From an optimization exercise on the open Yosys and OpenROAD flow, aimed at small area; shortcuts taken in it are not production practice. At most, simulation tests tie the RTL to the original design; equivalence was not proved.

==> inputs of delta <==
// fenc
module fenc (
    input  wire        clk,
    input  wire        rst,           
    input  wire        cmd_valid,
    output wire        cmd_ready,
    input  wire [31:0] cmd,
    output wire        rsp_valid,
    output wire        rsp_ok,
    output wire [15:0] rsp_data
);
export LEC_CHECK = 0
export CAP_MARGIN = 20
export CORE_MARGIN = 2
export CORE_UTILIZATION = 65
export SLEW_MARGIN = 20
create_clock -name core_clock -period 20.0 [get_ports {clk}]
standard.sh (not shown) runs the stock make flow with config.mk's settings and CLKGATE_MAP_FILE= SYNTH_SCRIPT=/design/flow/synth_recipe.tcl, a recipe that flattens the netlist after the stock synthesis.
==> flow/flow/run.sh <==
#!/bin/bash
# Standard ORFS layout with two changes:
#  - synthesis maps the logic with flow/abc_map.script (area only: no ABC buffering or
#    gate sizing); everything else in synthesis, registers included, is unchanged;
#  - CTS uses larger sink clusters and no dummy loads.
set -euo pipefail
here=$(pwd)
rm -rf scripts_map
cp -r "$FLOW_HOME/scripts" scripts_map
cp flow/abc_map.script scripts_map/abc_speed.script
bash standard.sh SCRIPTS_DIR="$here/scripts_map" synth > synth.log 2>&1
export CTS_ARGS="-sink_clustering_enable -repair_clock_nets -dont_use_dummy_load -buf_list {sky130_fd_sc_hd__clkbuf_8 sky130_fd_sc_hd__clkbuf_16} -sink_clustering_size 30 -sink_clustering_max_diameter 60"
bash standard.sh > layout.log 2>&1
==> flow/flow/abc_map.script <==
&get -n
&st
&dch
&nf -R 1000
&st
&syn2
&dch -f
&nf -R 1000
&st
&syn2
&dch -f
&nf -R 1000
&put
topo
==> inputs of juniper, as changes to delta <==
--- a/flow/design.v
+++ b/flow/design.v
@@ -47,13 +47,13 @@
                      OP_FMTM   = 8'h30, OP_FMTC   = 8'h31, OP_ENC    = 8'h40;
     localparam [4:0] S_IDLE = 5'd0,  S_RESP = 5'd2,  S_CLR  = 5'd3,
                      S_AXW  = 5'd4,  S_AXS  = 5'd5,  S_CHW  = 5'd6,  S_POLW = 5'd7,
                      S_FBW  = 5'd8,  S_FBS  = 5'd9,  S_MW   = 5'd10, S_MC   = 5'd11,
                      S_MCL  = 5'd12, S_MMIN = 5'd13, S_MINS = 5'd14, S_MAUX = 5'd15,
                      S_MAUXI= 5'd16, S_MREST= 5'd17, S_FW   = 5'd18, S_FR   = 5'd19,
-                     S_FC   = 5'd20;
+                     S_FEND = 5'd20;
     reg  [7:0] pos;                   
     reg  [3:0] pi;                    
     reg  [3:0] pj;                    
     wire       pos_end = (pos == 8'd175);
     wire [3:0] hch = pos[3:0] + {pos[2:0], 1'b0} + 4'd3;    
     reg [255:0] chr;
@@ -66,13 +66,13 @@
     reg [4:0]  state;
     reg [4:0]  k;
     reg [15:0] T;                     
     reg [5:0]  idx;                   
     reg        f;                     
     reg        ok_q;
-    reg [7:0]  xsum, crc;
+    reg [7:0]  xsum, crc, chk;
     reg [5:0]  optr;
     reg [2:0]  ecode;
     reg        fvalid, fproto, fn16;
     reg [3:0]  cfg;                   
     reg        armed;
     reg        pp;                    
@@ -127,27 +127,22 @@
     wire        cl_rng = (state == S_CLR) ? pos[1] : (state == S_POLW) ? idx[1] : pp;
     wire        cl_flo = ((state == S_CLR) && !pos[0]) || (state == S_MAUXI);
     wire        cl_fhi = ((state == S_CLR) &&  pos[0]) || (state == S_MAUX);
     wire [10:0] cl_out;
     fenc_clamp u_clamp (.v(cl_in), .rng(cl_rng), .force_lo(cl_flo), .force_hi(cl_fhi), .c(cl_out));
     wire       in_fr  = (state == S_FR);
-    wire       in_fc  = (state == S_FC);
-    wire       pass   = in_fr | in_fc;
-    wire       ebit   = in_fr ? T[0] : fbh;
-    wire [2:0] bi     = fproto ? pos[2:0] : pj[2:0];
-    wire       incl   = fproto | fn16 | !pi[3];
-    wire [7:0] e_fmt  = {7'd0, ebit & incl} << bi;
-    wire       sel_crc = in_fr ? fproto : op[1];
-    wire [7:0] eng_x  = in_fc ? T[7:0] : sel_crc ? crc : xsum;
-    wire [7:0] eng_e  = pass ? e_fmt : imm[7:0];
+    wire [2:0] bi     = pp ? pos[2:0] : pj[2:0];
+    wire       incl   = pp | cfg[1] | !pi[3];
+    wire [7:0] e_fmt  = {7'd0, T[0] & incl} << bi;
+    wire [7:0] eng_x  = in_fr ? chk : crc;
+    wire [7:0] eng_e  = in_fr ? e_fmt : imm[7:0];
     wire [7:0] eng_y  = eng_x ^ eng_e;
     wire [7:0] eng_f;
     fenc_crc8 u_crc (.x(eng_y), .y(eng_f));
-    wire       eng_usef = pass ? (fproto && (pos[2:0] == 3'd7)) : op[1];
+    wire       eng_usef = !in_fr || (pp && (pos[2:0] == 3'd7));
     wire [7:0] eng_z  = eng_usef ? eng_f : eng_y;
-    wire [7:0] chk_init = fproto ? 8'hD3 : (fn16 ? 8'hE8 : 8'hD8);
     reg [15:0] axa;
     always @* begin
         case (idx[1:0])
             2'd0: axa = ax0;
             2'd1: axa = ax1;
             2'd2: axa = ax2;
@@ -156,15 +151,17 @@
     end
     wire axh = axa[0];
     wire thr = (idx[1:0] == 2'd3);
     function automatic xterm(input [4:0] kk, input [4:0] o, input tap, input sg);
         xterm = (kk < o) ? 1'b0 : (kk > 5'd15 + o) ? sg : tap;
     endfunction
-    wire [25:0] csh  = pp ? (thr ? 26'h0002FC0 : 26'h001F000) : (thr ? 26'h007D000 : 26'h0177000);
-    wire        dbit = csh[k];
-    wire        mc_end = (k == (pp ? (thr ? 5'd21 : 5'd22) : (thr ? 5'd24 : 5'd25)));
+    wire [4:0]  s_sh = pp ? (thr ? 5'd6 : 5'd7) : (thr ? 5'd9 : 5'd10);
+    wire [10:0] cst  = pp ? (thr ? 11'd191 : 11'd992) : (thr ? 11'd1000 : 11'd1500);
+    wire [4:0]  kr   = k - s_sh;
+    wire        kge  = (k >= s_sh);
+    wire        dbit = kge && (kr < 5'd11) && cst[kr[3:0]];
     wire xa  = armed & (pp ? xterm(k, 5'd4, axa[12], sgn) : xterm(k, 5'd7, axa[9], sgn));
     wire xbr = armed & (pp ? xterm(k, 5'd3, axa[13], sgn) : xterm(k, 5'd1, axa[15], sgn));
     wire xcr = armed & xterm(k, 5'd0, axa[0], sgn);
     wire xb  = pp ? xbr : ~xbr;
     wire xc  = pp ? xcr : ~xcr;
     wire s1  = xa ^ xb ^ c1;
@@ -180,13 +177,14 @@
     wire [5:0] Km5    = K - 6'd5;
     wire [5:0] Km3    = K - 6'd3;
     wire       fb_hdr = fproto ? (K < 6'd3) : (K < 6'd5);
     wire       fb_chk = fproto ? (K == 6'd25) : (K == (fn16 ? 6'd37 : 6'd21));
     reg  [7:0] fb_cbyte;
     always @* begin
-        if (fproto) begin
+        if (fb_chk) fb_cbyte = chk;
+        else if (fproto) begin
             case (K[1:0])
                 2'd0:    fb_cbyte = 8'hC8;
                 2'd1:    fb_cbyte = 8'h18;
                 default: fb_cbyte = 8'h16;
             endcase
         end else begin
@@ -268,13 +266,13 @@
                                         if (!err) ecode <= 3'd3;
                                     end else state <= S_FBW;
                                 end
                                 OP_REWIND: optr <= 6'd0;
                                 OP_RST: begin f <= 1'b1; k <= 5'd0; state <= S_CLR; end
                                 OP_XORI: xsum <= 8'd0;
-                                OP_XORB: begin xsum <= eng_z; T <= 16'd0; end
+                                OP_XORB: begin xsum <= xsum ^ imm[7:0]; T <= 16'd0; end
                                 OP_CRCI: crc <= 8'd0;
                                 OP_CRCB: begin crc <= eng_z; T <= 16'd0; end
                                 OP_MAPM, OP_MAPC: begin pp <= op[0]; f <= 1'b0; state <= S_MW; end
                                 OP_ENC: begin pp <= cfg[0]; f <= 1'b1; state <= S_MW; end
                                 OP_FMTM, OP_FMTC: begin pp <= op[0]; state <= S_FW; end
                                 default: ;
@@ -307,18 +305,13 @@
                     if (pol_go) begin
                         T <= f ? 16'd0 : {5'd0, polh};
                         state <= S_RESP;
                     end
                 end
                 S_FBW: begin
-                    if (fb_chk) begin
-                        if (pos_end) begin
-                            T <= {8'd0, chk_init};
-                            state <= S_FC;
-                        end
-                    end else if (fb_hdr) begin
+                    if (fb_hdr || fb_chk) begin
                         T <= {8'd0, fb_cbyte};
                         if (f) optr <= optr + 6'd1;
                         state <= S_RESP;
                     end else if (fb_start) begin
                         T <= {fbh & fb_mask, T[15:1]};
                         k <= 5'd1;
@@ -338,15 +331,15 @@
                     k <= 5'd0;
                     if (pos[3:0] == 4'd15) state <= S_MC;
                 end
                 S_MC: begin
                     c1 <= c1n; c2 <= c2n; c3 <= c3n;
                     if (k == 5'd15) sgn <= axh;
-                    T <= {rb, T[15:1]};
+                    if (kge) T <= {rb, T[15:1]};
                     k <= k + 5'd1;
-                    if (mc_end) state <= S_MCL;
+                    if (k == s_sh + 5'd15) state <= S_MCL;
                 end
                 S_MCL: begin
                     T <= {5'd0, cl_out};
                     state <= thr ? S_MMIN : S_MINS;
                 end
                 S_MMIN: begin
@@ -354,13 +347,13 @@
                         if (polh < T[10:0]) T <= {5'd0, polh};
                         state <= S_MINS;
                     end
                 end
                 S_MINS: begin
                     if (ch_hit) begin
-                        idx[2:0] <= idx[2:0] + 3'd1;
+                        idx <= idx + 6'd1;
                         state <= (idx[1:0] == 2'd3) ? S_MAUX : S_MW;
                     end
                 end
                 S_MAUX: begin
                     if (armed) begin
                         T <= {5'd0, cl_out};
@@ -382,34 +375,28 @@
                     if (k == 5'd15) begin
                         T <= 16'd0;
                         state <= f ? S_FW : S_RESP;
                     end
                 end
                 S_FW: begin
-                    fproto <= pp; fn16 <= cfg[1];
-                    if (pp) crc <= 8'hD3; else xsum <= cfg[1] ? 8'hE8 : 8'hD8;
+                    chk <= pp ? 8'hD3 : (cfg[1] ? 8'hE8 : 8'hD8);
                     if (pos_end) begin
                         T <= {5'd0, cl_out};
                         state <= S_FR;
                     end
                 end
                 S_FR: begin
-                    if (fproto) crc <= eng_z; else xsum <= eng_z;
+                    chk <= eng_z;
                     if (pj == 4'd10 && !pos_end) T <= {5'd0, cl_out};
                     else T <= {1'b0, T[15:1]};
-                    if (pos_end) begin
-                        fvalid <= 1'b1; optr <= 6'd0;
-                        state <= S_RESP;
-                    end
+                    if (pos_end) state <= S_FEND;
                 end
-                S_FC: begin
-                    T <= {8'd0, eng_z};
-                    if (pos_end) begin
-                        if (f) optr <= optr + 6'd1;
-                        state <= S_RESP;
-                    end
+                S_FEND: begin
+                    if (pp) crc <= chk; else xsum <= chk;
+                    fvalid <= 1'b1; fproto <= pp; fn16 <= cfg[1]; optr <= 6'd0;
+                    state <= S_RESP;
                 end
                 default: begin   
                     state <= S_IDLE;
                 end
             endcase
         end
==> flow/run.sh (new file) <==
#!/bin/bash
# synth_recipe.tcl (not shown) runs the flow's synth.tcl, then flattens the netlist and writes it again
# the make line also repeats each setting of config.mk as NAME=value (left out here)
make -C /OpenROAD-flow-scripts/flow DESIGN_CONFIG=/design/flow/config.mk WORK_HOME=/design/flow/orfs CLKGATE_MAP_FILE= SYNTH_SCRIPT=/design/flow/synth_recipe.tcl finish
- CTS_BUF_LIST: not set -> sky130_fd_sc_hd__clkbuf_4 sky130_fd_sc_hd__clkbuf_8
removed: flow/flow/run.sh
removed: flow/flow/abc_map.script
removed: flow/standard.sh
==> inputs of nickel, as changes to delta <==
--- a/flow/design.v
+++ b/flow/design.v
@@ -49,13 +49,12 @@
                      S_AXW  = 5'd4,  S_AXS  = 5'd5,  S_CHW  = 5'd6,  S_POLW = 5'd7,
                      S_FBW  = 5'd8,  S_FBS  = 5'd9,  S_MW   = 5'd10, S_MC   = 5'd11,
                      S_MCL  = 5'd12, S_MMIN = 5'd13, S_MINS = 5'd14, S_MAUX = 5'd15,
                      S_MAUXI= 5'd16, S_MREST= 5'd17, S_FW   = 5'd18, S_FR   = 5'd19,
                      S_FC   = 5'd20;
     reg  [7:0] pos;                   
-    reg  [3:0] pi;                    
     reg  [3:0] pj;                    
     wire       pos_end = (pos == 8'd175);
     wire [3:0] hch = pos[3:0] + {pos[2:0], 1'b0} + 4'd3;    
     reg [255:0] chr;
     reg [175:0] fbr;
     reg [15:0]  ax0, ax1, ax2, ax3;
@@ -119,25 +118,25 @@
             3'd2:    csr_rdata = {10'd0, flen};
             3'd3:    csr_rdata = {10'd0, optr};
             3'd4:    csr_rdata = {8'd0, xsum};
             default: csr_rdata = {8'd0, crc};
         endcase
     end
-    wire in_fmt = (state == S_FW) || (state == S_FR);
-    wire [15:0] cl_in  = in_fmt ? chh : T;
+    wire [15:0] cl_in  = T;
     wire        cl_rng = (state == S_CLR) ? pos[1] : (state == S_POLW) ? idx[1] : pp;
     wire        cl_flo = ((state == S_CLR) && !pos[0]) || (state == S_MAUXI);
     wire        cl_fhi = ((state == S_CLR) &&  pos[0]) || (state == S_MAUX);
     wire [10:0] cl_out;
     fenc_clamp u_clamp (.v(cl_in), .rng(cl_rng), .force_lo(cl_flo), .force_hi(cl_fhi), .c(cl_out));
     wire       in_fr  = (state == S_FR);
     wire       in_fc  = (state == S_FC);
     wire       pass   = in_fr | in_fc;
-    wire       ebit   = in_fr ? T[0] : fbh;
+    wire       fb_din = (pj == 4'd0) ? cl_out[0] : T[1];    
+    wire       ebit   = in_fr ? fb_din : fbh;
     wire [2:0] bi     = fproto ? pos[2:0] : pj[2:0];
-    wire       incl   = fproto | fn16 | !pi[3];
+    wire       incl   = fproto | fn16 | !k[3];           
     wire [7:0] e_fmt  = {7'd0, ebit & incl} << bi;
     wire       sel_crc = in_fr ? fproto : op[1];
     wire [7:0] eng_x  = in_fc ? T[7:0] : sel_crc ? crc : xsum;
     wire [7:0] eng_e  = pass ? e_fmt : imm[7:0];
     wire [7:0] eng_y  = eng_x ^ eng_e;
     wire [7:0] eng_f;
@@ -156,26 +155,39 @@
     end
     wire axh = axa[0];
     wire thr = (idx[1:0] == 2'd3);
     function automatic xterm(input [4:0] kk, input [4:0] o, input tap, input sg);
         xterm = (kk < o) ? 1'b0 : (kk > 5'd15 + o) ? sg : tap;
     endfunction
-    wire [25:0] csh  = pp ? (thr ? 26'h0002FC0 : 26'h001F000) : (thr ? 26'h007D000 : 26'h0177000);
+    wire [25:0] csh  = pp ? (thr ? 26'h0017E00 : 26'h00F8000) : (thr ? 26'h007D000 : 26'h0177000);
     wire        dbit = csh[k];
-    wire        mc_end = (k == (pp ? (thr ? 5'd21 : 5'd22) : (thr ? 5'd24 : 5'd25)));
-    wire xa  = armed & (pp ? xterm(k, 5'd4, axa[12], sgn) : xterm(k, 5'd7, axa[9], sgn));
-    wire xbr = armed & (pp ? xterm(k, 5'd3, axa[13], sgn) : xterm(k, 5'd1, axa[15], sgn));
-    wire xcr = armed & xterm(k, 5'd0, axa[0], sgn);
+    wire        mc_end = (k == (thr ? 5'd24 : 5'd25));
+    wire xa  = armed & xterm(k, 5'd7, axa[9], sgn);
+    wire xbr = armed & (pp ? xterm(k, 5'd6, axa[10], sgn) : xterm(k, 5'd1, axa[15], sgn));
+    wire xcr = armed & (pp ? xterm(k, 5'd3, axa[13], sgn) : xterm(k, 5'd0, axa[0], sgn));
     wire xb  = pp ? xbr : ~xbr;
     wire xc  = pp ? xcr : ~xcr;
     wire s1  = xa ^ xb ^ c1;
     wire s2  = s1 ^ xc ^ c2;
     wire rb  = s2 ^ dbit ^ c3;
     wire c1n = (xa & xb) | (xa & c1) | (xb & c1);
     wire c2n = (s1 & xc) | (s1 & c2) | (xc & c2);
     wire c3n = (s2 & dbit) | (s2 & c3) | (dbit & c3);
+    function automatic lt11(input [10:0] a, input [10:0] b);
+        integer n;
+        reg l, e;
+        begin
+            l = 1'b0; e = 1'b1;
+            for (n = 10; n >= 0; n = n - 1) begin
+                l = l | (e & ~a[n] & b[n]);
+                e = e & ~(a[n] ^ b[n]);
+            end
+            lt11 = l;
+        end
+    endfunction
+    wire pol_lt = lt11(polh, T[10:0]);
     wire ord = pp ? cfg[3] : cfg[2];
     wire [3:0] tgt = {idx[3:1], idx[0] ^ (ord & idx[1] & (state == S_MINS))};
     wire ch_hit = (hch == tgt);
     wire [5:0] K      = f ? optr : idx;
     wire [5:0] Km5    = K - 6'd5;
     wire [5:0] Km3    = K - 6'd3;
@@ -197,29 +209,29 @@
                 3'd3:    fb_cbyte = fn16 ? 8'h20 : 8'h10;
                 default: fb_cbyte = 8'hC8;
             endcase
         end
     end
     wire fb_start = fproto ? (pos == {Km3[4:0], 3'b000})
-                           : ((pi == Km5[4:1]) && (pj == {Km5[0], 3'b000}));
+                           : (!k[4] && (k[3:0] == Km5[4:1]) && (pj == {Km5[0], 3'b000}));
     wire fb_mask  = fproto | !Km5[0] | pj[3];
     wire ax_go  = (pos[3:0] == 4'd0);
     wire pol_go = (pos[1:0] == idx[1:0]);
     always @(posedge clk) begin
         chr  <= {chr[15:0], chr[255:16]};
         fbr  <= {fbr[0], fbr[175:1]};
         ax0  <= {ax0[0], ax0[15:1]};
         ax1  <= {ax1[0], ax1[15:1]};
         ax2  <= {ax2[0], ax2[15:1]};
         ax3  <= {ax3[0], ax3[15:1]};
         polr <= {polr[10:0], polr[43:11]};
         if (rst) begin
-            pos <= 8'd0; pi <= 4'd0; pj <= 4'd0;
+            pos <= 8'd0; pj <= 4'd0;
         end else begin
             pos <= pos_end ? 8'd0 : pos + 8'd1;
-            if (pj == 4'd10) begin pj <= 4'd0; pi <= pi + 4'd1; end
+            if (pj == 4'd10) pj <= 4'd0;
             else pj <= pj + 4'd1;
         end
         if (rst) begin
             state <= S_CLR;
             k     <= 5'd0;
             f     <= 1'b0;
@@ -256,17 +268,18 @@
                                     else begin
                                         ok_q <= 1'b0;
                                         if (!err) ecode <= 3'd2;
                                     end
                                 end
                                 OP_RDFB, OP_POP: begin
-                                    f <= op[0];
+                                    f <= op[0]; k <= 5'd16;
                                     if (!fvalid) begin
                                         ok_q <= 1'b0;
                                         if (!err) ecode <= 3'd4;
-                                    end else if (op[0] ? (optr == flen) : ({2'b00, flen} <= cidx)) begin
+                                    end else if (op[0] ? (fproto ? (optr == 6'd26) : fn16 ? (optr == 6'd38) : (optr == 6'd22))
+                                                          : (fproto ? (cidx >= 8'd26) : fn16 ? (cidx >= 8'd38) : (cidx >= 8'd22))) begin
                                         ok_q <= 1'b0;
                                         if (!err) ecode <= 3'd3;
                                     end else state <= S_FBW;
                                 end
                                 OP_REWIND: optr <= 6'd0;
                                 OP_RST: begin f <= 1'b1; k <= 5'd0; state <= S_CLR; end
@@ -307,12 +320,14 @@
                     if (pol_go) begin
                         T <= f ? 16'd0 : {5'd0, polh};
                         state <= S_RESP;
                     end
                 end
                 S_FBW: begin
+                    if (pos_end) k <= 5'd0;
+                    else if (pj == 4'd10 && !k[4]) k <= k + 5'd1;
                     if (fb_chk) begin
                         if (pos_end) begin
                             T <= {8'd0, chk_init};
                             state <= S_FC;
                         end
                     end else if (fb_hdr) begin
@@ -348,13 +363,13 @@
                 S_MCL: begin
                     T <= {5'd0, cl_out};
                     state <= thr ? S_MMIN : S_MINS;
                 end
                 S_MMIN: begin
                     if (pos[1:0] == {pp, 1'b1}) begin
-                        if (polh < T[10:0]) T <= {5'd0, polh};
+                        if (pol_lt) T <= {5'd0, polh};
                         state <= S_MINS;
                     end
                 end
                 S_MINS: begin
                     if (ch_hit) begin
                         idx[2:0] <= idx[2:0] + 3'd1;
@@ -384,28 +399,33 @@
                         state <= f ? S_FW : S_RESP;
                     end
                 end
                 S_FW: begin
                     fproto <= pp; fn16 <= cfg[1];
                     if (pp) crc <= 8'hD3; else xsum <= cfg[1] ? 8'hE8 : 8'hD8;
+                    k <= 5'd0;
                     if (pos_end) begin
-                        T <= {5'd0, cl_out};
+                        T <= chh;
                         state <= S_FR;
                     end
                 end
                 S_FR: begin
                     if (fproto) crc <= eng_z; else xsum <= eng_z;
-                    if (pj == 4'd10 && !pos_end) T <= {5'd0, cl_out};
+                    if (pj == 4'd10) k <= k + 5'd1;
+                    if (pos_end) T <= 16'd0;
+                    else if (pj == 4'd10) T <= chh;
+                    else if (pj == 4'd0) T <= {5'd0, cl_out};
                     else T <= {1'b0, T[15:1]};
                     if (pos_end) begin
                         fvalid <= 1'b1; optr <= 6'd0;
                         state <= S_RESP;
                     end
                 end
                 S_FC: begin
                     T <= {8'd0, eng_z};
+                    if (pj == 4'd10) k <= k + 5'd1;
                     if (pos_end) begin
                         if (f) optr <= optr + 6'd1;
                         state <= S_RESP;
                     end
                 end
                 default: begin   
@@ -417,13 +437,13 @@
             if ((state == S_CLR) ||
                 (state == S_CHW && ch_hit && f) ||
                 ((state == S_MINS || state == S_MAUXI) && ch_hit) ||
                 (state == S_MREST && hch >= 4'd5))
                 chr[255:240] <= T;
             if (state == S_FR)
-                fbr[175] <= T[0];
+                fbr[175] <= fb_din;
             if ((state == S_CLR) || (state == S_POLW && pol_go && f))
                 polr[43:33] <= cl_out;
             if ((state == S_CLR) ||
                 (((state == S_AXW && ax_go) || state == S_AXS) && f)) begin
                 if (state == S_CLR || idx[1:0] == 2'd0) ax0[15] <= T[0];
                 if (state == S_CLR || idx[1:0] == 2'd1) ax1[15] <= T[0];
==> flow/flow/run.sh (replaced) <==
#!/bin/bash
# Standard ORFS layout with these changes:
#  - synthesis maps the logic with flow/abc_map.script (area only: no ABC buffering or
#    gate sizing); everything else in synthesis, registers included, is unchanged;
#  - the port buffers are the smallest buffer cell;
#  - CTS uses larger sink clusters and no dummy loads.
set -euo pipefail
here=$(pwd)
rm -rf scripts_map
cp -r "$FLOW_HOME/scripts" scripts_map
cp flow/abc_map.script scripts_map/abc_speed.script
bash standard.sh SCRIPTS_DIR="$here/scripts_map" synth > synth.log 2>&1
export BUFFER_PORTS_ARGS="-buffer_cell sky130_fd_sc_hd__buf_1"
export CTS_ARGS="-sink_clustering_enable -repair_clock_nets -dont_use_dummy_load -buf_list {sky130_fd_sc_hd__clkbuf_4} -sink_clustering_size 10 -sink_clustering_max_diameter 40"
bash standard.sh > layout.log 2>&1
- GPL_TIMING_DRIVEN: not set -> 0
==> results.sh <==
export IMPL_status="no timing/DRC/antenna violations"
export IMPL_post_place_ws_ps=10590
export IMPL_first_pass_iters=9
export IMPL_clk_pin_slew_ps=90
export IMPL_regArea_um2=13020
export IMPL_die_w_um=176.9
export IMPL_clock_sinks=628
export IMPL_non_clock_buffer_area_share_pct=3.092
export IMPL_synthAdderAreaFrac_pct=3.206
export IMPL_wl_met3_mm=5.372
export IMPL_seq_cell_share_pct=60.95
export IMPL_area_growth_pct=9.927
export IMPL_buffers=71
That was delta.
==> results.sh <==
export IMPL_area_growth_pct=7.259
export IMPL_p_sw_mw=0.6061
export IMPL_status="no timing/DRC/antenna violations"
export IMPL_placedCellCount=2091
export IMPL_clk_pin_slew_ps=100
export IMPL_first_pass_iters=6
export IMPL_regArea_um2=12940
export IMPL_clock_sinks=624
export IMPL_synthAdderAreaFrac_pct=2.707
export IMPL_die_w_um=175.2
export IMPL_wl_met3_mm=4.801
export IMPL_root_buffer="clkbuf_4"
export IMPL_h_tree_depth=3
export IMPL_post_place_ws_ps=10820
export IMPL_buffers=58
export IMPL_seq_cell_share_pct=63.36
export IMPL_cp_top_family="buffers and inverters"
export IMPL_slowest_stage="nor4_1"
export IMPL_p_seq_mw=1.52
That was nickel.
==> results.sh <==
export IMPL_cp_depth=4
export IMPL_seq_cell_share_pct=54.46
export IMPL_cts_hold_buf=0
export IMPL_wl_met3_mm=4.869
export IMPL_first_pass_iters=6
export IMPL_grt_max_degree=50
export IMPL_clock_sinks=636
export IMPL_die_w_um=186.0
export IMPL_met1_usage_pct=44.86
export IMPL_area_growth_pct=13.08
export IMPL_final_max_slew_viol_count=0
export IMPL_regArea_um2=13260
export IMPL_buffers=73
export IMPL_status="no timing/DRC/antenna violations"
export IMPL_worstPathArrival_ps=5710
export IMPL_post_place_ws_ps=10340
export IMPL_p_int_mw=2.440
export IMPL_cap_violations=0
That was juniper.
The RTL of delta and juniper was laid out without a check of its function.

==> re-timing with driven ports <==
In the flow no input, the clock included, has a driving cell. The finished layouts below were timed again as built, in two steps. Step 1 sets driving cells, clkbuf_16 on the clock port and buf_2 on the other inputs (assumed; they add their load-dependent delay and slew). Step 2 moves the port delays by t, midway between the first and last clock arrival at a register: inputs arrive t later, outputs are due t later. That takes back most of the time a late clock gives input paths. Three values: ideal ports, drivers, drivers and shift; two values: the first two.
run	t, ns	setup WS [ns]	pins driven straight from the clock port
delta	0.631	10.575 / 10.556 / 10.556	1
juniper	0.709	10.294 / 10.272 / 10.272	1
nickel	0.731	10.793 / 10.759 / 10.759	1
After both steps every run listed still meets setup and hold. For nickel, which loses most, drivers alone change the setup slack by -0.034 ns; drivers and shift together by -0.034 ns.
